From an optimization exercise on the open Yosys and OpenROAD flow, aimed at small area, a short achievable clock period and few clock cycles per item; shortcuts taken in it are not production practice.
The RTL was checked by simulation tests, not by an equivalence proof against the original design.
Power is estimated from default activity; no workload was simulated.

--- flow/config.mk ---
export PLATFORM = sky130hd
export DESIGN_NAME = inav_decoder
export DESIGN_NICKNAME = inav_decoder
export VERILOG_FILES = /design/flow/design.v
export SDC_FILE = /design/flow/constraint.sdc
export NUM_CORES = 4
export LEC_CHECK = 0
export CAP_MARGIN = 20
export CORE_MARGIN = 2
export CORE_UTILIZATION = 40
export PLACE_DENSITY = 0.6
export SLEW_MARGIN = 20
--- flow/design.v ---
module inav_decoder (
    input  wire         clk,
    input  wire         rst,         
    input  wire         cmd_valid,
    output wire         cmd_ready,
    input  wire [124:0] cmd,
    output reg          rsp_valid,
    output wire [485:0] rsp
);
    localparam [2:0] ST_OK         = 3'd0;
    localparam [2:0] ST_FRAMING    = 3'd1;
    localparam [2:0] ST_CRC        = 3'd2;
    localparam [2:0] ST_UNKNOWN_WT = 3'd3;
    localparam [2:0] ST_EVEN_BUF   = 3'd4;
    localparam [2:0] ST_RESYNC     = 3'd5;
    localparam [2:0] ST_ILLEGAL    = 3'd7;
    reg          rdy;
    reg          asm_odd;       
    reg  [117:6] evb;           
    reg          v1;            
    reg  [3:0]   op1;
    reg  [2:0]   st1;           
    reg          pair1;         
    reg          ev1;           
    reg  [23:0]  syn;
    reg  [15:0]  pd;            
    assign cmd_ready = rdy;
    wire       accept    = cmd_valid & rdy;
    wire [3:0] op        = cmd[124:121];
    wire       odd       = cmd[120];
    wire       marker_ok = (cmd[119] == odd);
    wire       submit    = (op == 4'h0);
    wire       ev_load   = accept & submit & marker_ok & ~odd;
    wire [7:0]  lo = cmd[13:6] & {8{~odd}};
    wire [23:0] syn_in;
    assign syn_in[0] = lo[0] ^ cmd[30] ^ cmd[31] ^ cmd[32] ^ cmd[33] ^ cmd[34] ^ cmd[35] ^ cmd[40] ^ cmd[44] ^ cmd[46] ^ cmd[47] ^ cmd[48] ^ cmd[49] ^ cmd[50] ^ cmd[51] ^ cmd[52] ^ cmd[53] ^ cmd[57] ^ cmd[60] ^ cmd[63] ^ cmd[66] ^ cmd[69] ^ cmd[70] ^ cmd[73] ^ cmd[76] ^ cmd[81] ^ cmd[83] ^ cmd[84] ^ cmd[86] ^ cmd[87] ^ cmd[89] ^ cmd[92] ^ cmd[95] ^ cmd[97] ^ cmd[99] ^ cmd[101] ^ cmd[102] ^ cmd[105] ^ cmd[106] ^ cmd[110] ^ cmd[112] ^ cmd[114] ^ cmd[115] ^ cmd[117] ^ cmd[118];
    assign syn_in[1] = lo[1] ^ cmd[30] ^ cmd[36] ^ cmd[40] ^ cmd[41] ^ cmd[44] ^ cmd[45] ^ cmd[46] ^ cmd[54] ^ cmd[57] ^ cmd[58] ^ cmd[60] ^ cmd[61] ^ cmd[63] ^ cmd[64] ^ cmd[66] ^ cmd[67] ^ cmd[69] ^ cmd[71] ^ cmd[73] ^ cmd[74] ^ cmd[76] ^ cmd[77] ^ cmd[81] ^ cmd[82] ^ cmd[83] ^ cmd[85] ^ cmd[86] ^ cmd[88] ^ cmd[89] ^ cmd[90] ^ cmd[92] ^ cmd[93] ^ cmd[95] ^ cmd[96] ^ cmd[97] ^ cmd[98] ^ cmd[99] ^ cmd[100] ^ cmd[101] ^ cmd[103] ^ cmd[105] ^ cmd[107] ^ cmd[110] ^ cmd[111] ^ cmd[112] ^ cmd[113] ^ cmd[114] ^ cmd[116] ^ cmd[117] ^ cmd[119];
    assign syn_in[2] = lo[2] ^ cmd[31] ^ cmd[37] ^ cmd[41] ^ cmd[42] ^ cmd[45] ^ cmd[46] ^ cmd[47] ^ cmd[55] ^ cmd[58] ^ cmd[59] ^ cmd[61] ^ cmd[62] ^ cmd[64] ^ cmd[65] ^ cmd[67] ^ cmd[68] ^ cmd[70] ^ cmd[72] ^ cmd[74] ^ cmd[75] ^ cmd[77] ^ cmd[78] ^ cmd[82] ^ cmd[83] ^ cmd[84] ^ cmd[86] ^ cmd[87] ^ cmd[89] ^ cmd[90] ^ cmd[91] ^ cmd[93] ^ cmd[94] ^ cmd[96] ^ cmd[97] ^ cmd[98] ^ cmd[99] ^ cmd[100] ^ cmd[101] ^ cmd[102] ^ cmd[104] ^ cmd[106] ^ cmd[108] ^ cmd[111] ^ cmd[112] ^ cmd[113] ^ cmd[114] ^ cmd[115] ^ cmd[117] ^ cmd[118];
    assign syn_in[3] = lo[3] ^ cmd[30] ^ cmd[31] ^ cmd[33] ^ cmd[34] ^ cmd[35] ^ cmd[38] ^ cmd[40] ^ cmd[42] ^ cmd[43] ^ cmd[44] ^ cmd[49] ^ cmd[50] ^ cmd[51] ^ cmd[52] ^ cmd[53] ^ cmd[56] ^ cmd[57] ^ cmd[59] ^ cmd[62] ^ cmd[65] ^ cmd[68] ^ cmd[70] ^ cmd[71] ^ cmd[75] ^ cmd[78] ^ cmd[79] ^ cmd[81] ^ cmd[85] ^ cmd[86] ^ cmd[88] ^ cmd[89] ^ cmd[90] ^ cmd[91] ^ cmd[94] ^ cmd[98] ^ cmd[100] ^ cmd[103] ^ cmd[106] ^ cmd[107] ^ cmd[109] ^ cmd[110] ^ cmd[113] ^ cmd[116] ^ cmd[117] ^ cmd[119];
    assign syn_in[4] = lo[4] ^ cmd[30] ^ cmd[33] ^ cmd[36] ^ cmd[39] ^ cmd[40] ^ cmd[41] ^ cmd[43] ^ cmd[45] ^ cmd[46] ^ cmd[47] ^ cmd[48] ^ cmd[49] ^ cmd[54] ^ cmd[58] ^ cmd[70] ^ cmd[71] ^ cmd[72] ^ cmd[73] ^ cmd[79] ^ cmd[80] ^ cmd[81] ^ cmd[82] ^ cmd[83] ^ cmd[84] ^ cmd[90] ^ cmd[91] ^ cmd[97] ^ cmd[102] ^ cmd[104] ^ cmd[105] ^ cmd[106] ^ cmd[107] ^ cmd[108] ^ cmd[111] ^ cmd[112] ^ cmd[115];
    assign syn_in[5] = lo[5] ^ cmd[30] ^ cmd[32] ^ cmd[33] ^ cmd[35] ^ cmd[37] ^ cmd[41] ^ cmd[42] ^ cmd[51] ^ cmd[52] ^ cmd[53] ^ cmd[55] ^ cmd[57] ^ cmd[59] ^ cmd[60] ^ cmd[63] ^ cmd[66] ^ cmd[69] ^ cmd[70] ^ cmd[71] ^ cmd[72] ^ cmd[74] ^ cmd[76] ^ cmd[80] ^ cmd[82] ^ cmd[85] ^ cmd[86] ^ cmd[87] ^ cmd[89] ^ cmd[91] ^ cmd[95] ^ cmd[97] ^ cmd[98] ^ cmd[99] ^ cmd[101] ^ cmd[102] ^ cmd[103] ^ cmd[107] ^ cmd[108] ^ cmd[109] ^ cmd[110] ^ cmd[113] ^ cmd[114] ^ cmd[115] ^ cmd[116] ^ cmd[117] ^ cmd[118];
    assign syn_in[6] = lo[6] ^ cmd[30] ^ cmd[32] ^ cmd[35] ^ cmd[36] ^ cmd[38] ^ cmd[40] ^ cmd[42] ^ cmd[43] ^ cmd[44] ^ cmd[46] ^ cmd[47] ^ cmd[48] ^ cmd[49] ^ cmd[50] ^ cmd[51] ^ cmd[54] ^ cmd[56] ^ cmd[57] ^ cmd[58] ^ cmd[61] ^ cmd[63] ^ cmd[64] ^ cmd[66] ^ cmd[67] ^ cmd[69] ^ cmd[71] ^ cmd[72] ^ cmd[75] ^ cmd[76] ^ cmd[77] ^ cmd[84] ^ cmd[88] ^ cmd[89] ^ cmd[90] ^ cmd[95] ^ cmd[96] ^ cmd[97] ^ cmd[98] ^ cmd[100] ^ cmd[101] ^ cmd[103] ^ cmd[104] ^ cmd[105] ^ cmd[106] ^ cmd[108] ^ cmd[109] ^ cmd[111] ^ cmd[112] ^ cmd[116] ^ cmd[119];
    assign syn_in[7] = lo[7] ^ cmd[30] ^ cmd[32] ^ cmd[34] ^ cmd[35] ^ cmd[36] ^ cmd[37] ^ cmd[39] ^ cmd[40] ^ cmd[41] ^ cmd[43] ^ cmd[45] ^ cmd[46] ^ cmd[53] ^ cmd[55] ^ cmd[58] ^ cmd[59] ^ cmd[60] ^ cmd[62] ^ cmd[63] ^ cmd[64] ^ cmd[65] ^ cmd[66] ^ cmd[67] ^ cmd[68] ^ cmd[69] ^ cmd[72] ^ cmd[77] ^ cmd[78] ^ cmd[81] ^ cmd[83] ^ cmd[84] ^ cmd[85] ^ cmd[86] ^ cmd[87] ^ cmd[90] ^ cmd[91] ^ cmd[92] ^ cmd[95] ^ cmd[96] ^ cmd[98] ^ cmd[104] ^ cmd[107] ^ cmd[109] ^ cmd[113] ^ cmd[114] ^ cmd[115] ^ cmd[118];
    assign syn_in[8] = cmd[14] ^ cmd[31] ^ cmd[33] ^ cmd[35] ^ cmd[36] ^ cmd[37] ^ cmd[38] ^ cmd[40] ^ cmd[41] ^ cmd[42] ^ cmd[44] ^ cmd[46] ^ cmd[47] ^ cmd[54] ^ cmd[56] ^ cmd[59] ^ cmd[60] ^ cmd[61] ^ cmd[63] ^ cmd[64] ^ cmd[65] ^ cmd[66] ^ cmd[67] ^ cmd[68] ^ cmd[69] ^ cmd[70] ^ cmd[73] ^ cmd[78] ^ cmd[79] ^ cmd[82] ^ cmd[84] ^ cmd[85] ^ cmd[86] ^ cmd[87] ^ cmd[88] ^ cmd[91] ^ cmd[92] ^ cmd[93] ^ cmd[96] ^ cmd[97] ^ cmd[99] ^ cmd[105] ^ cmd[108] ^ cmd[110] ^ cmd[114] ^ cmd[115] ^ cmd[116] ^ cmd[119];
    assign syn_in[9] = cmd[15] ^ cmd[32] ^ cmd[34] ^ cmd[36] ^ cmd[37] ^ cmd[38] ^ cmd[39] ^ cmd[41] ^ cmd[42] ^ cmd[43] ^ cmd[45] ^ cmd[47] ^ cmd[48] ^ cmd[55] ^ cmd[57] ^ cmd[60] ^ cmd[61] ^ cmd[62] ^ cmd[64] ^ cmd[65] ^ cmd[66] ^ cmd[67] ^ cmd[68] ^ cmd[69] ^ cmd[70] ^ cmd[71] ^ cmd[74] ^ cmd[79] ^ cmd[80] ^ cmd[83] ^ cmd[85] ^ cmd[86] ^ cmd[87] ^ cmd[88] ^ cmd[89] ^ cmd[92] ^ cmd[93] ^ cmd[94] ^ cmd[97] ^ cmd[98] ^ cmd[100] ^ cmd[106] ^ cmd[109] ^ cmd[111] ^ cmd[115] ^ cmd[116] ^ cmd[117];
    assign syn_in[10] = cmd[16] ^ cmd[30] ^ cmd[31] ^ cmd[32] ^ cmd[34] ^ cmd[37] ^ cmd[38] ^ cmd[39] ^ cmd[42] ^ cmd[43] ^ cmd[47] ^ cmd[50] ^ cmd[51] ^ cmd[52] ^ cmd[53] ^ cmd[56] ^ cmd[57] ^ cmd[58] ^ cmd[60] ^ cmd[61] ^ cmd[62] ^ cmd[65] ^ cmd[67] ^ cmd[68] ^ cmd[71] ^ cmd[72] ^ cmd[73] ^ cmd[75] ^ cmd[76] ^ cmd[80] ^ cmd[83] ^ cmd[88] ^ cmd[90] ^ cmd[92] ^ cmd[93] ^ cmd[94] ^ cmd[97] ^ cmd[98] ^ cmd[102] ^ cmd[105] ^ cmd[106] ^ cmd[107] ^ cmd[114] ^ cmd[115] ^ cmd[116];
    assign syn_in[11] = cmd[17] ^ cmd[30] ^ cmd[34] ^ cmd[38] ^ cmd[39] ^ cmd[43] ^ cmd[46] ^ cmd[47] ^ cmd[49] ^ cmd[50] ^ cmd[54] ^ cmd[58] ^ cmd[59] ^ cmd[60] ^ cmd[61] ^ cmd[62] ^ cmd[68] ^ cmd[70] ^ cmd[72] ^ cmd[74] ^ cmd[77] ^ cmd[83] ^ cmd[86] ^ cmd[87] ^ cmd[91] ^ cmd[92] ^ cmd[93] ^ cmd[94] ^ cmd[97] ^ cmd[98] ^ cmd[101] ^ cmd[102] ^ cmd[103] ^ cmd[105] ^ cmd[107] ^ cmd[108] ^ cmd[110] ^ cmd[112] ^ cmd[114] ^ cmd[116] ^ cmd[118];
    assign syn_in[12] = cmd[18] ^ cmd[31] ^ cmd[35] ^ cmd[39] ^ cmd[40] ^ cmd[44] ^ cmd[47] ^ cmd[48] ^ cmd[50] ^ cmd[51] ^ cmd[55] ^ cmd[59] ^ cmd[60] ^ cmd[61] ^ cmd[62] ^ cmd[63] ^ cmd[69] ^ cmd[71] ^ cmd[73] ^ cmd[75] ^ cmd[78] ^ cmd[84] ^ cmd[87] ^ cmd[88] ^ cmd[92] ^ cmd[93] ^ cmd[94] ^ cmd[95] ^ cmd[98] ^ cmd[99] ^ cmd[102] ^ cmd[103] ^ cmd[104] ^ cmd[106] ^ cmd[108] ^ cmd[109] ^ cmd[111] ^ cmd[113] ^ cmd[115] ^ cmd[117] ^ cmd[119];
    assign syn_in[13] = cmd[19] ^ cmd[32] ^ cmd[36] ^ cmd[40] ^ cmd[41] ^ cmd[45] ^ cmd[48] ^ cmd[49] ^ cmd[51] ^ cmd[52] ^ cmd[56] ^ cmd[60] ^ cmd[61] ^ cmd[62] ^ cmd[63] ^ cmd[64] ^ cmd[70] ^ cmd[72] ^ cmd[74] ^ cmd[76] ^ cmd[79] ^ cmd[85] ^ cmd[88] ^ cmd[89] ^ cmd[93] ^ cmd[94] ^ cmd[95] ^ cmd[96] ^ cmd[99] ^ cmd[100] ^ cmd[103] ^ cmd[104] ^ cmd[105] ^ cmd[107] ^ cmd[109] ^ cmd[110] ^ cmd[112] ^ cmd[114] ^ cmd[116] ^ cmd[118];
    assign syn_in[14] = cmd[20] ^ cmd[30] ^ cmd[31] ^ cmd[32] ^ cmd[34] ^ cmd[35] ^ cmd[37] ^ cmd[40] ^ cmd[41] ^ cmd[42] ^ cmd[44] ^ cmd[47] ^ cmd[48] ^ cmd[51] ^ cmd[60] ^ cmd[61] ^ cmd[62] ^ cmd[64] ^ cmd[65] ^ cmd[66] ^ cmd[69] ^ cmd[70] ^ cmd[71] ^ cmd[75] ^ cmd[76] ^ cmd[77] ^ cmd[80] ^ cmd[81] ^ cmd[83] ^ cmd[84] ^ cmd[87] ^ cmd[90] ^ cmd[92] ^ cmd[94] ^ cmd[96] ^ cmd[99] ^ cmd[100] ^ cmd[102] ^ cmd[104] ^ cmd[108] ^ cmd[111] ^ cmd[112] ^ cmd[113] ^ cmd[114] ^ cmd[118] ^ cmd[119];
    assign syn_in[15] = cmd[21] ^ cmd[31] ^ cmd[32] ^ cmd[33] ^ cmd[35] ^ cmd[36] ^ cmd[38] ^ cmd[41] ^ cmd[42] ^ cmd[43] ^ cmd[45] ^ cmd[48] ^ cmd[49] ^ cmd[52] ^ cmd[61] ^ cmd[62] ^ cmd[63] ^ cmd[65] ^ cmd[66] ^ cmd[67] ^ cmd[70] ^ cmd[71] ^ cmd[72] ^ cmd[76] ^ cmd[77] ^ cmd[78] ^ cmd[81] ^ cmd[82] ^ cmd[84] ^ cmd[85] ^ cmd[88] ^ cmd[91] ^ cmd[93] ^ cmd[95] ^ cmd[97] ^ cmd[100] ^ cmd[101] ^ cmd[103] ^ cmd[105] ^ cmd[109] ^ cmd[112] ^ cmd[113] ^ cmd[114] ^ cmd[115] ^ cmd[119];
    assign syn_in[16] = cmd[22] ^ cmd[32] ^ cmd[33] ^ cmd[34] ^ cmd[36] ^ cmd[37] ^ cmd[39] ^ cmd[42] ^ cmd[43] ^ cmd[44] ^ cmd[46] ^ cmd[49] ^ cmd[50] ^ cmd[53] ^ cmd[62] ^ cmd[63] ^ cmd[64] ^ cmd[66] ^ cmd[67] ^ cmd[68] ^ cmd[71] ^ cmd[72] ^ cmd[73] ^ cmd[77] ^ cmd[78] ^ cmd[79] ^ cmd[82] ^ cmd[83] ^ cmd[85] ^ cmd[86] ^ cmd[89] ^ cmd[92] ^ cmd[94] ^ cmd[96] ^ cmd[98] ^ cmd[101] ^ cmd[102] ^ cmd[104] ^ cmd[106] ^ cmd[110] ^ cmd[113] ^ cmd[114] ^ cmd[115] ^ cmd[116];
    assign syn_in[17] = cmd[23] ^ cmd[30] ^ cmd[31] ^ cmd[32] ^ cmd[37] ^ cmd[38] ^ cmd[43] ^ cmd[45] ^ cmd[46] ^ cmd[48] ^ cmd[49] ^ cmd[52] ^ cmd[53] ^ cmd[54] ^ cmd[57] ^ cmd[60] ^ cmd[64] ^ cmd[65] ^ cmd[66] ^ cmd[67] ^ cmd[68] ^ cmd[70] ^ cmd[72] ^ cmd[74] ^ cmd[76] ^ cmd[78] ^ cmd[79] ^ cmd[80] ^ cmd[81] ^ cmd[89] ^ cmd[90] ^ cmd[92] ^ cmd[93] ^ cmd[101] ^ cmd[103] ^ cmd[106] ^ cmd[107] ^ cmd[110] ^ cmd[111] ^ cmd[112] ^ cmd[116] ^ cmd[118];
    assign syn_in[18] = cmd[24] ^ cmd[30] ^ cmd[34] ^ cmd[35] ^ cmd[38] ^ cmd[39] ^ cmd[40] ^ cmd[48] ^ cmd[51] ^ cmd[52] ^ cmd[54] ^ cmd[55] ^ cmd[57] ^ cmd[58] ^ cmd[60] ^ cmd[61] ^ cmd[63] ^ cmd[65] ^ cmd[67] ^ cmd[68] ^ cmd[70] ^ cmd[71] ^ cmd[75] ^ cmd[76] ^ cmd[77] ^ cmd[79] ^ cmd[80] ^ cmd[82] ^ cmd[83] ^ cmd[84] ^ cmd[86] ^ cmd[87] ^ cmd[89] ^ cmd[90] ^ cmd[91] ^ cmd[92] ^ cmd[93] ^ cmd[94] ^ cmd[95] ^ cmd[97] ^ cmd[99] ^ cmd[101] ^ cmd[104] ^ cmd[105] ^ cmd[106] ^ cmd[107] ^ cmd[108] ^ cmd[110] ^ cmd[111] ^ cmd[113] ^ cmd[114] ^ cmd[115] ^ cmd[118] ^ cmd[119];
    assign syn_in[19] = cmd[25] ^ cmd[31] ^ cmd[35] ^ cmd[36] ^ cmd[39] ^ cmd[40] ^ cmd[41] ^ cmd[49] ^ cmd[52] ^ cmd[53] ^ cmd[55] ^ cmd[56] ^ cmd[58] ^ cmd[59] ^ cmd[61] ^ cmd[62] ^ cmd[64] ^ cmd[66] ^ cmd[68] ^ cmd[69] ^ cmd[71] ^ cmd[72] ^ cmd[76] ^ cmd[77] ^ cmd[78] ^ cmd[80] ^ cmd[81] ^ cmd[83] ^ cmd[84] ^ cmd[85] ^ cmd[87] ^ cmd[88] ^ cmd[90] ^ cmd[91] ^ cmd[92] ^ cmd[93] ^ cmd[94] ^ cmd[95] ^ cmd[96] ^ cmd[98] ^ cmd[100] ^ cmd[102] ^ cmd[105] ^ cmd[106] ^ cmd[107] ^ cmd[108] ^ cmd[109] ^ cmd[111] ^ cmd[112] ^ cmd[114] ^ cmd[115] ^ cmd[116] ^ cmd[119];
    assign syn_in[20] = cmd[26] ^ cmd[32] ^ cmd[36] ^ cmd[37] ^ cmd[40] ^ cmd[41] ^ cmd[42] ^ cmd[50] ^ cmd[53] ^ cmd[54] ^ cmd[56] ^ cmd[57] ^ cmd[59] ^ cmd[60] ^ cmd[62] ^ cmd[63] ^ cmd[65] ^ cmd[67] ^ cmd[69] ^ cmd[70] ^ cmd[72] ^ cmd[73] ^ cmd[77] ^ cmd[78] ^ cmd[79] ^ cmd[81] ^ cmd[82] ^ cmd[84] ^ cmd[85] ^ cmd[86] ^ cmd[88] ^ cmd[89] ^ cmd[91] ^ cmd[92] ^ cmd[93] ^ cmd[94] ^ cmd[95] ^ cmd[96] ^ cmd[97] ^ cmd[99] ^ cmd[101] ^ cmd[103] ^ cmd[106] ^ cmd[107] ^ cmd[108] ^ cmd[109] ^ cmd[110] ^ cmd[112] ^ cmd[113] ^ cmd[115] ^ cmd[116] ^ cmd[117];
    assign syn_in[21] = cmd[27] ^ cmd[33] ^ cmd[37] ^ cmd[38] ^ cmd[41] ^ cmd[42] ^ cmd[43] ^ cmd[51] ^ cmd[54] ^ cmd[55] ^ cmd[57] ^ cmd[58] ^ cmd[60] ^ cmd[61] ^ cmd[63] ^ cmd[64] ^ cmd[66] ^ cmd[68] ^ cmd[70] ^ cmd[71] ^ cmd[73] ^ cmd[74] ^ cmd[78] ^ cmd[79] ^ cmd[80] ^ cmd[82] ^ cmd[83] ^ cmd[85] ^ cmd[86] ^ cmd[87] ^ cmd[89] ^ cmd[90] ^ cmd[92] ^ cmd[93] ^ cmd[94] ^ cmd[95] ^ cmd[96] ^ cmd[97] ^ cmd[98] ^ cmd[100] ^ cmd[102] ^ cmd[104] ^ cmd[107] ^ cmd[108] ^ cmd[109] ^ cmd[110] ^ cmd[111] ^ cmd[113] ^ cmd[114] ^ cmd[116] ^ cmd[117] ^ cmd[118];
    assign syn_in[22] = cmd[28] ^ cmd[34] ^ cmd[38] ^ cmd[39] ^ cmd[42] ^ cmd[43] ^ cmd[44] ^ cmd[52] ^ cmd[55] ^ cmd[56] ^ cmd[58] ^ cmd[59] ^ cmd[61] ^ cmd[62] ^ cmd[64] ^ cmd[65] ^ cmd[67] ^ cmd[69] ^ cmd[71] ^ cmd[72] ^ cmd[74] ^ cmd[75] ^ cmd[79] ^ cmd[80] ^ cmd[81] ^ cmd[83] ^ cmd[84] ^ cmd[86] ^ cmd[87] ^ cmd[88] ^ cmd[90] ^ cmd[91] ^ cmd[93] ^ cmd[94] ^ cmd[95] ^ cmd[96] ^ cmd[97] ^ cmd[98] ^ cmd[99] ^ cmd[101] ^ cmd[103] ^ cmd[105] ^ cmd[108] ^ cmd[109] ^ cmd[110] ^ cmd[111] ^ cmd[112] ^ cmd[114] ^ cmd[115] ^ cmd[117] ^ cmd[118] ^ cmd[119];
    assign syn_in[23] = cmd[29] ^ cmd[30] ^ cmd[31] ^ cmd[32] ^ cmd[33] ^ cmd[34] ^ cmd[39] ^ cmd[43] ^ cmd[45] ^ cmd[46] ^ cmd[47] ^ cmd[48] ^ cmd[49] ^ cmd[50] ^ cmd[51] ^ cmd[52] ^ cmd[56] ^ cmd[59] ^ cmd[62] ^ cmd[65] ^ cmd[68] ^ cmd[69] ^ cmd[72] ^ cmd[75] ^ cmd[80] ^ cmd[82] ^ cmd[83] ^ cmd[85] ^ cmd[86] ^ cmd[88] ^ cmd[91] ^ cmd[94] ^ cmd[96] ^ cmd[98] ^ cmd[100] ^ cmd[101] ^ cmd[104] ^ cmd[105] ^ cmd[109] ^ cmd[111] ^ cmd[113] ^ cmd[114] ^ cmd[116] ^ cmd[117] ^ cmd[119];
    reg [2:0] st_in;
    always @(*) begin
        case (op)
            4'h0:    st_in = !marker_ok ? ST_FRAMING :
                             !odd ? (asm_odd ? ST_RESYNC : ST_EVEN_BUF) :
                             ST_FRAMING;
            4'h1, 4'h4, 4'h5, 4'h6, 4'h7, 4'h8, 4'h9, 4'hA, 4'hB:
                     st_in = ST_OK;
            default: st_in = ST_ILLEGAL;
        endcase
    end
    always @(posedge clk) begin
        rdy   <= ~rst;
        v1    <= accept & ~rst;
        op1   <= op;
        st1   <= st_in;
        pair1 <= submit & marker_ok & odd & asm_odd;
        ev1   <= submit & marker_ok & ~odd;
        syn   <= syn_in;
        pd    <= cmd[117:102];
        if (ev_load)
            evb <= cmd[117:6];
        if (rst || (accept && op == 4'h1))
            asm_odd <= 1'b0;
        else if (accept && submit && marker_ok)
            asm_odd <= ~odd;
    end
    reg  [23:0]  evsyn;         
    wire [23:0]  syn_x;
    assign syn_x[0] = syn[0] ^ syn[4] ^ syn[6] ^ syn[8] ^ syn[12] ^ syn[13] ^ syn[16] ^ syn[21] ^ syn[23];
    assign syn_x[1] = syn[0] ^ syn[1] ^ syn[4] ^ syn[5] ^ syn[6] ^ syn[7] ^ syn[8] ^ syn[9] ^ syn[12] ^ syn[14] ^ syn[16] ^ syn[17] ^ syn[21] ^ syn[22] ^ syn[23];
    assign syn_x[2] = syn[0] ^ syn[1] ^ syn[2] ^ syn[5] ^ syn[6] ^ syn[7] ^ syn[8] ^ syn[9] ^ syn[10] ^ syn[13] ^ syn[15] ^ syn[17] ^ syn[18] ^ syn[22] ^ syn[23];
    assign syn_x[3] = syn[0] ^ syn[1] ^ syn[2] ^ syn[3] ^ syn[4] ^ syn[7] ^ syn[9] ^ syn[10] ^ syn[11] ^ syn[12] ^ syn[13] ^ syn[14] ^ syn[18] ^ syn[19] ^ syn[21];
    assign syn_x[4] = syn[1] ^ syn[2] ^ syn[3] ^ syn[5] ^ syn[6] ^ syn[10] ^ syn[11] ^ syn[14] ^ syn[15] ^ syn[16] ^ syn[19] ^ syn[20] ^ syn[21] ^ syn[22] ^ syn[23];
    assign syn_x[5] = syn[0] ^ syn[2] ^ syn[3] ^ syn[7] ^ syn[8] ^ syn[11] ^ syn[13] ^ syn[15] ^ syn[17] ^ syn[20] ^ syn[22];
    assign syn_x[6] = syn[0] ^ syn[1] ^ syn[3] ^ syn[6] ^ syn[9] ^ syn[13] ^ syn[14] ^ syn[18];
    assign syn_x[7] = syn[1] ^ syn[2] ^ syn[6] ^ syn[7] ^ syn[8] ^ syn[10] ^ syn[12] ^ syn[13] ^ syn[14] ^ syn[15] ^ syn[16] ^ syn[19] ^ syn[21] ^ syn[23];
    assign syn_x[8] = syn[2] ^ syn[3] ^ syn[7] ^ syn[8] ^ syn[9] ^ syn[11] ^ syn[13] ^ syn[14] ^ syn[15] ^ syn[16] ^ syn[17] ^ syn[20] ^ syn[22];
    assign syn_x[9] = syn[0] ^ syn[3] ^ syn[4] ^ syn[8] ^ syn[9] ^ syn[10] ^ syn[12] ^ syn[14] ^ syn[15] ^ syn[16] ^ syn[17] ^ syn[18] ^ syn[21] ^ syn[23];
    assign syn_x[10] = syn[0] ^ syn[1] ^ syn[5] ^ syn[6] ^ syn[8] ^ syn[9] ^ syn[10] ^ syn[11] ^ syn[12] ^ syn[15] ^ syn[17] ^ syn[18] ^ syn[19] ^ syn[21] ^ syn[22] ^ syn[23];
    assign syn_x[11] = syn[0] ^ syn[1] ^ syn[2] ^ syn[4] ^ syn[7] ^ syn[8] ^ syn[9] ^ syn[10] ^ syn[11] ^ syn[18] ^ syn[19] ^ syn[20] ^ syn[21] ^ syn[22];
    assign syn_x[12] = syn[1] ^ syn[2] ^ syn[3] ^ syn[5] ^ syn[8] ^ syn[9] ^ syn[10] ^ syn[11] ^ syn[12] ^ syn[19] ^ syn[20] ^ syn[21] ^ syn[22] ^ syn[23];
    assign syn_x[13] = syn[0] ^ syn[2] ^ syn[3] ^ syn[4] ^ syn[6] ^ syn[9] ^ syn[10] ^ syn[11] ^ syn[12] ^ syn[13] ^ syn[20] ^ syn[21] ^ syn[22] ^ syn[23];
    assign syn_x[14] = syn[0] ^ syn[1] ^ syn[3] ^ syn[5] ^ syn[6] ^ syn[7] ^ syn[8] ^ syn[10] ^ syn[11] ^ syn[14] ^ syn[16] ^ syn[22];
    assign syn_x[15] = syn[0] ^ syn[1] ^ syn[2] ^ syn[4] ^ syn[6] ^ syn[7] ^ syn[8] ^ syn[9] ^ syn[11] ^ syn[12] ^ syn[15] ^ syn[17] ^ syn[23];
    assign syn_x[16] = syn[0] ^ syn[1] ^ syn[2] ^ syn[3] ^ syn[5] ^ syn[7] ^ syn[8] ^ syn[9] ^ syn[10] ^ syn[12] ^ syn[13] ^ syn[16] ^ syn[18];
    assign syn_x[17] = syn[0] ^ syn[1] ^ syn[2] ^ syn[3] ^ syn[9] ^ syn[10] ^ syn[11] ^ syn[12] ^ syn[14] ^ syn[16] ^ syn[17] ^ syn[19] ^ syn[21] ^ syn[23];
    assign syn_x[18] = syn[0] ^ syn[1] ^ syn[2] ^ syn[3] ^ syn[6] ^ syn[8] ^ syn[10] ^ syn[11] ^ syn[15] ^ syn[16] ^ syn[17] ^ syn[18] ^ syn[20] ^ syn[21] ^ syn[22] ^ syn[23];
    assign syn_x[19] = syn[0] ^ syn[1] ^ syn[2] ^ syn[3] ^ syn[4] ^ syn[7] ^ syn[9] ^ syn[11] ^ syn[12] ^ syn[16] ^ syn[17] ^ syn[18] ^ syn[19] ^ syn[21] ^ syn[22] ^ syn[23];
    assign syn_x[20] = syn[0] ^ syn[1] ^ syn[2] ^ syn[3] ^ syn[4] ^ syn[5] ^ syn[8] ^ syn[10] ^ syn[12] ^ syn[13] ^ syn[17] ^ syn[18] ^ syn[19] ^ syn[20] ^ syn[22] ^ syn[23];
    assign syn_x[21] = syn[1] ^ syn[2] ^ syn[3] ^ syn[4] ^ syn[5] ^ syn[6] ^ syn[9] ^ syn[11] ^ syn[13] ^ syn[14] ^ syn[18] ^ syn[19] ^ syn[20] ^ syn[21] ^ syn[23];
    assign syn_x[22] = syn[2] ^ syn[3] ^ syn[4] ^ syn[5] ^ syn[6] ^ syn[7] ^ syn[10] ^ syn[12] ^ syn[14] ^ syn[15] ^ syn[19] ^ syn[20] ^ syn[21] ^ syn[22];
    assign syn_x[23] = syn[3] ^ syn[5] ^ syn[7] ^ syn[11] ^ syn[12] ^ syn[15] ^ syn[20] ^ syn[22];
    reg  [119:0] w1;
    reg  [119:0] w2;
    reg  [121:0] w3;
    reg  [119:0] w4;
    reg  [98:0]  w5;
    reg  [118:0] w6;
    reg  [115:0] w7;
    reg  [120:0] w8;
    reg  [121:0] w9;
    reg  [121:0] w10;
    reg  [4:1]   eph_rx;
    reg  [10:7]  alm_rx;
    reg          rx5, rx6;      
    reg          new_eph, new_iono, new_utc, new_alm;
    reg  [2:0]   st2;
    reg          flag2;
    reg  [10:1]  sel;           
    wire [121:0] data  = {evb[111:6], pd};    
    wire [5:0]   wt    = evb[117:112];        
    wire         crc_ok = (syn == evsyn);
    wire         wt_ok  = (wt <= 6'd10);
    wire         acc    = v1 & pair1 & crc_ok & wt_ok;
    wire         clr    = rst | (v1 && op1 == 4'h1);
    wire [10:0] wdec;
    genvar gi;
    generate
        for (gi = 0; gi <= 10; gi = gi + 1) begin : g_dec
            assign wdec[gi] = (wt == gi);
        end
    endgenerate
    wire [10:1] we = {10{acc}} & wdec[10:1];
    wire [9:0] iod_d  = data[121:112];
    wire [9:0] iod1_n = wdec[1] ? iod_d : w1[119:110];
    wire [9:0] iod2_n = wdec[2] ? iod_d : w2[119:110];
    wire [9:0] iod3_n = wdec[3] ? iod_d : w3[121:112];
    wire [9:0] iod4_n = wdec[4] ? iod_d : w4[119:110];
    wire [3:0] ioda_d   = data[121:118];
    wire [3:0] ioda7_n  = wdec[7]  ? ioda_d : w7[115:112];
    wire [3:0] ioda8_n  = wdec[8]  ? ioda_d : w8[120:117];
    wire [3:0] ioda9_n  = wdec[9]  ? ioda_d : w9[121:118];
    wire [3:0] ioda10_n = wdec[10] ? ioda_d : w10[121:118];
    wire [4:1]  eph_rx_n = eph_rx | wdec[4:1];
    wire [10:7] alm_rx_n = alm_rx | wdec[10:7];
    wire eph_consistent = (&eph_rx_n) && (iod1_n == iod2_n) &&
                          (iod2_n == iod3_n) && (iod3_n == iod4_n);
    wire slot1_both = alm_rx_n[7] & alm_rx_n[8];
    wire slot2_both = alm_rx_n[8] & alm_rx_n[9];
    wire slot3_both = alm_rx_n[9] & alm_rx_n[10];
    wire slot1_eq   = (ioda7_n == ioda8_n);
    wire slot2_eq   = (ioda8_n == ioda9_n);
    wire slot3_eq   = (ioda9_n == ioda10_n);
    wire slot1_ok   = slot1_both &  slot1_eq;
    wire slot2_ok   = slot2_both &  slot2_eq;
    wire slot3_ok   = slot3_both &  slot3_eq;
    wire slot1_bad  = slot1_both & ~slot1_eq;
    wire slot2_bad  = slot2_both & ~slot2_eq;
    wire slot3_bad  = slot3_both & ~slot3_eq;
    wire alm_any_ok  = (wdec[7] & slot1_ok) | (wdec[8] & (slot1_ok | slot2_ok)) |
                       (wdec[9] & (slot2_ok | slot3_ok)) | (wdec[10] & slot3_ok);
    wire alm_any_bad = (wdec[7] & slot1_bad) | (wdec[8] & (slot1_bad | slot2_bad)) |
                       (wdec[9] & (slot2_bad | slot3_bad)) | (wdec[10] & slot3_bad);
    wire is_eph = wdec[1] | wdec[2] | wdec[3] | wdec[4];
    wire is_alm = wdec[7] | wdec[8] | wdec[9] | wdec[10];
    reg new_sel;
    always @(*) begin
        case (op1[1:0])
            2'd0:    new_sel = new_eph;
            2'd1:    new_sel = new_iono;
            2'd2:    new_sel = new_utc;
            default: new_sel = new_alm;
        endcase
    end
    wire hasnew = (op1[3:2] == 2'b01);
    wire get    = (op1[3:2] == 2'b10);
    always @(posedge clk) begin
        if (v1 && ev1)
            evsyn <= syn_x;
        if (we[1])  w1  <= data[121:2];
        if (we[2])  w2  <= data[121:2];
        if (we[3])  w3  <= data[121:0];
        if (we[4])  w4  <= data[121:2];
        if (we[5])  w5  <= data[121:23];
        if (we[6])  w6  <= data[121:3];
        if (we[7])  w7  <= data[121:6];
        if (we[8])  w8  <= data[121:1];
        if (we[9])  w9  <= data[121:0];
        if (we[10]) w10 <= data[121:0];
        if (clr) begin
            eph_rx   <= 4'd0;
            alm_rx   <= 4'd0;
            rx5      <= 1'b0;
            rx6      <= 1'b0;
            new_eph  <= 1'b0;
            new_iono <= 1'b0;
            new_utc  <= 1'b0;
            new_alm  <= 1'b0;
        end else if (v1) begin
            if (acc && is_eph) begin
                eph_rx  <= eph_rx_n;
                new_eph <= eph_consistent;
            end
            if (acc && wdec[5]) begin
                rx5      <= 1'b1;
                new_iono <= 1'b1;
            end
            if (acc && wdec[6]) begin
                rx6     <= 1'b1;
                new_utc <= 1'b1;
            end
            if (acc && is_alm) begin
                alm_rx <= alm_rx_n;
                if (alm_any_ok)
                    new_alm <= 1'b1;
                else if (alm_any_bad)
                    new_alm <= 1'b0;
            end
            if (hasnew) begin
                case (op1[1:0])
                    2'd0: new_eph  <= 1'b0;
                    2'd1: new_iono <= 1'b0;
                    2'd2: new_utc  <= 1'b0;
                    default: new_alm <= 1'b0;
                endcase
            end
        end
        rsp_valid <= v1 & ~rst;
        st2       <= !pair1 ? st1 : !crc_ok ? ST_CRC : !wt_ok ? ST_UNKNOWN_WT : ST_OK;
        flag2     <= hasnew & new_sel;
        sel[1]    <= get & (op1[1:0] == 2'd0) & eph_rx[1];
        sel[2]    <= get & (op1[1:0] == 2'd0) & eph_rx[2];
        sel[3]    <= get & (op1[1:0] == 2'd0) & eph_rx[3];
        sel[4]    <= get & (op1[1:0] == 2'd0) & eph_rx[4];
        sel[5]    <= get & (op1[1:0] == 2'd1) & rx5;
        sel[6]    <= get & (op1[1:0] == 2'd2) & rx6;
        sel[7]    <= get & (op1[1:0] == 2'd3) & alm_rx[7];
        sel[8]    <= get & (op1[1:0] == 2'd3) & alm_rx[8];
        sel[9]    <= get & (op1[1:0] == 2'd3) & alm_rx[9];
        sel[10]   <= get & (op1[1:0] == 2'd3) & alm_rx[10];
    end
    wire [481:0] rec_eph  = {w1 & {120{sel[1]}}, w2 & {120{sel[2]}},
                             w3 & {122{sel[3]}}, w4 & {120{sel[4]}}};
    wire [98:0]  rec_iono = w5 & {99{sel[5]}};
    wire [118:0] rec_utc  = w6 & {119{sel[6]}};
    wire [480:0] rec_alm  = {w7 & {116{sel[7]}}, w8 & {121{sel[8]}},
                             w9 & {122{sel[9]}}, w10 & {122{sel[10]}}};
    assign rsp = {st2, flag2,
                  rec_eph | {383'd0, rec_iono} | {363'd0, rec_utc} | {1'b0, rec_alm}};
endmodule
--- flow/run.sh ---
#!/bin/bash
# synth_recipe.tcl (not shown) runs the flow's synth.tcl, then flattens the netlist and writes it again
# the make line also repeats each setting of config.mk as NAME=value (left out here)
make -C /OpenROAD-flow-scripts/flow DESIGN_CONFIG=/design/flow/config.mk WORK_HOME=/design/flow/orfs CLKGATE_MAP_FILE= SYNTH_SCRIPT=/design/flow/synth_recipe.tcl finish
--- flow/constraint.sdc ---
create_clock -name core_clock -period 8.0 [get_ports {clk}]
set_input_delay 1.6000 -clock core_clock [delete_from_list [all_inputs] [get_ports {clk}]]
set_output_delay 1.6000 -clock core_clock [all_outputs]
set_load 0.01 [all_outputs]
==> run summary <==
==> through the flow <==
step                      instance area (um2)  setup WS [ns]  instances  power, mW  utilization [%]
after global placement                  64190          3.038       5715      13.03            46.12
final                                   68930          2.626       5992      19.51            49.52
after CTS                               68880          2.697       5983      19.57            49.49
after floorplan                         55920         0.3367       3368      11.98                -
after detailed placement                64240          3.092       5717      13.04            46.15
after global routing                    68910          2.503       5985      20.16            49.51
==> where the power goes <==
group	internal (mW)	leakage [nW]	total (mW)	switching [mW]
combinational	2.11	7.30	4.39	2.28
sequential	8.28	12.5	8.53	0.251
clock	3.77	2.26	6.59	2.82
==> worst register-to-register path, delay by kind of cell, from the launching register on <==
family / cells / cell delay (ns)
simple gates: 4 / 2.64
buf+inv: 1 / 0.81
flops: 1 / 0.69
xor+xnor: 1 / 0.21
==> cell usage after synthesis (4+ instances only) <==
cell,instances,area [um2]
edfxtp_1,1317,39550
xnor2_1,594,5202
a22o_1,369,3232
a22oi_1,203,1524
clkbuf_1,165,619.3
nand2_1,132,495.5
xor2_1,123,1077
dfxtp_1,81,1622
nor2_1,34,127.6
a21oi_1,33,165.2
inv_1,33,123.9
a222oi_1,20,200.2
o21ai_0,19,95.09
nor2b_1,17,106.4
mux2i_1,16,160.2
buf_2,15,75.07
o22ai_1,14,87.58
and2_1,12,75.07
o21a_1,12,90.09
buf_1,9,33.78
nand2b_1,9,56.30
nand4_1,9,56.30
nor4_1,8,50.05
a221oi_1,7,61.31
nand3_1,7,35.03
a31oi_1,6,37.54
and3_1,6,37.54
nor3_1,6,30.03
o211ai_1,6,45.04
a211oi_1,5,37.54
or2_2,5,31.28
o21ai_1,4,20.02
o221ai_1,4,35.03
xnor2_2,4,65.06
==> state kept, by name, summed over array words and instances, names as in the netlist, 3 cells and up <==
signal / flops
st2: 3
w5: 99
eph_rx: 4
w7: 116
evsyn: 24
pd: 16
sel: 10
evb: 112
w8: 121
w10: 122
alm_rx: 4
syn: 24
w2: 120
w4: 120
op1: 4
w6: 119
w9: 122
w1: 120
w3: 122
st1: 3
==> cells by family after synthesis <==
family                   Yosys count
AO/OA/AOI/OAI                    727
XOR/XNOR                         726
adder cells (fa/ha/maj)            1
buffers and inverters            230
flip-flops                      1398
multiplexers                      20
AND/OR/NAND/NOR                  266
==> how the worst max path moves through the flow <==
stage / end / startpoint / slack (ns)
2_1_floorplan: evb[100] / cmd[119] / 0.34
3_5_place_dp: syn[20] / cmd[86] / 3.09
3_3_place_gp: w7[7] / syn[20] / 3.04
4_1_cts: rsp[2] / sel[4] / 2.70
6_report: rsp[1] / sel[4] / 2.63
5_1_grt: rsp[4] / sel[4] / 2.50
==> area by class of cell <==
| type | count | share of cell area [%] |
|---|---|---|
| antenna | 8 | 0.02904 |
| clock buffer | 183 | 5.716 |
| clock inverter | 83 | 1.027 |
| inverter | 33 | 0.1797 |
| multi-input combinational | 1740 | 20.17 |
| sequential | 1398 | 59.78 |
| tap | 1876 | 3.405 |
| timing repair buffer | 671 | 9.696 |
==> routing by layer <==
metal  part of all wire (%)  routed length [um]  global-route usage, %
met5                  0.014                  27                      0
met4                    2.8                5612                  7.645
met3                    7.8               15620                  4.985
met2                     47               94050                  43.16
met1                     42               84220                  38.94
==> impl_metrics.env <==
export IMPL_run_status="complete, but fails checks"
export IMPL_drive_gt1_share_pct=7.473
export IMPL_synth_net_count=3497
export IMPL_grt_pass1_wl_um=268900
export IMPL_crit_arrival_ns=3.77
export IMPL_dieArea_um2=142800
export IMPL_so_faults="antenna violations"
export IMPL_clock_sinks=1398
export IMPL_track_usage_pct=27.40
export IMPL_slowest_stage="dfxtp_4"
export IMPL_finalSetupViolCount=0
export IMPL_rr_endpoint="w1[11]"
export IMPL_drtIter0Drc=4205
export IMPL_worstSetupEndpointType="output pin"
export IMPL_drt_wl_total_um=199500
export IMPL_reg2reg_depth=6
export IMPL_hold_start="rx5"
export IMPL_worst_path_dominant_cell_family="buffers and inverters"
export IMPL_path_max_fanout=63
export IMPL_cts_tree="done"
export IMPL_vias_per_cell=5.664
export IMPL_dp_hpwl_um=134000
export IMPL_timing_final_crit_share_pct=67.17
export IMPL_vias=33940
export IMPL_worstSetupStartpointType="flip-flop"
export IMPL_grt_max_degree=124
export IMPL_ys_seq_area_share_pct=73.63
export IMPL_synth_compound_area_share_pct=10.47
export IMPL_ant_nets=1
export IMPL_firstDrtPassIters=6
export IMPL_cts_hold_buf=0
export IMPL_syn_to_final_growth_pct=23.28
export IMPL_final_cell_mix="edfxtp_1 (1317), clkdlybuf4s50_1 (609), xnor2_1 (594)"
export IMPL_final_common_cell="edfxtp_1"
export IMPL_hold_path_end="rx5"
export IMPL_gr_total_overflow=0
export IMPL_p_per_area_nw_per_um2=283.1
export IMPL_io_pins=616
export IMPL_rsz0062_at_grt="false"
export IMPL_syn_instance_count=3368
export IMPL_fin_hold_ws_ns=0.4625
export IMPL_nNetsFinal=4119
export IMPL_worst_path_stages=4
export IMPL_cts_setup_buffers=0
export IMPL_final_hold_violation_count=0
export IMPL_wire_per_inst_um=33.30
export IMPL_fin_skew_ns=0.02962
export IMPL_seq_area_um2=41210
export IMPL_drc_errors=0
export IMPL_die_width_um=377.9
export IMPL_clockBufferDepth=3
export IMPL_holdCritPathClass="reg2reg"
export IMPL_slew_viol_final=0
export IMPL_period_needed_ns=5.374
export IMPL_start_util_pct=40.17
export IMPL_clkTransAtPathRegs_ns=0.05
export IMPL_multiInputGateArea_um2=13900
export IMPL_max_freq_mhz=186.1
export IMPL_muxShareOfSynthArea_pct=0.3670
export IMPL_worstHoldPathCells=1
export IMPL_nFillCells=11750
export IMPL_ir_drop_v=0.0002254
export IMPL_critical_path_class="reg2out"
export IMPL_synthFlopType="edfxtp_1"
export IMPL_die_h_um=377.9
export IMPL_io_buffers=609
export IMPL_synth_avg_cell_area_um2=16.60
export IMPL_critPathRequiredTime_ns=6.40
export IMPL_worst_slew_pin_slew_ns=1.144
export IMPL_clock_latency_ns=0.78
export IMPL_yosysWarnings=1
export IMPL_core_rowCount=137
export IMPL_synth_xor_area_share_pct=11.53
export IMPL_p_leak_nw=22.07
export IMPL_place_congestion=0.9236
export IMPL_slew_headroom_pct=23.75
export IMPL_ys_ff_latch=1398
export IMPL_core_um2=139200
export IMPL_cts_resized=0
export IMPL_fin_tns_setup_ns=0
export IMPL_grt_pass1_vias=32010
export IMPL_cts_made_buffers=146
export IMPL_clock_root_buffer="clkbuf_16"
export IMPL_synth_top_family_by_area="XOR/XNOR gates"
export IMPL_path_cells="buf_4 -> a22oi_1 -> nand2_1 -> clkdlybuf4s50_1"
export IMPL_r2r_start="syn[20]"
export IMPL_synth_simple_area_share_pct=2.334
export IMPL_yosys_area_share_adder_pct=0.02238
export IMPL_ys_types=77
export IMPL_synthArstFlopShare_pct=0
export IMPL_syn_cell_area_um2=55920
export IMPL_antenna_found_initial=31
export IMPL_synth_edf_count=1317
export IMPL_r2r_setup_slack_ns=3.15
export IMPL_maxCapViolCount=0
export IMPL_cts_max_level=4
export IMPL_max_stage_delay_ns=0.85
export IMPL_crit_buf_inv=2
Testbench counts, summed over its fixed seeds: cycles 5,616, items 5,600.

==> static timing again, ports no longer ideal <==
No port has a modelled driver above. Below, the same layout with a new extraction and two added sets of constraints.
Step 1: set_driving_cell puts a clkbuf_16 on clk and a buf_2 on each other input, an assumption about the parent block.
Step 2 also shifts input and output timing later by t, the mid clock arrival at the registers, as if the neighbouring blocks saw the same clock.
Slacks: no drivers / after step 1 / after step 2; pairs: no drivers / after step 1.
shift t [ns]: 0.843
setup WS [ns]: 2.626 / 2.552 / 2.946
hold WS [ns]: 0.462 / 0.462 / 0.462
The setup slack of this run moves by -0.074 ns with the drivers and by +0.320 ns with both steps.
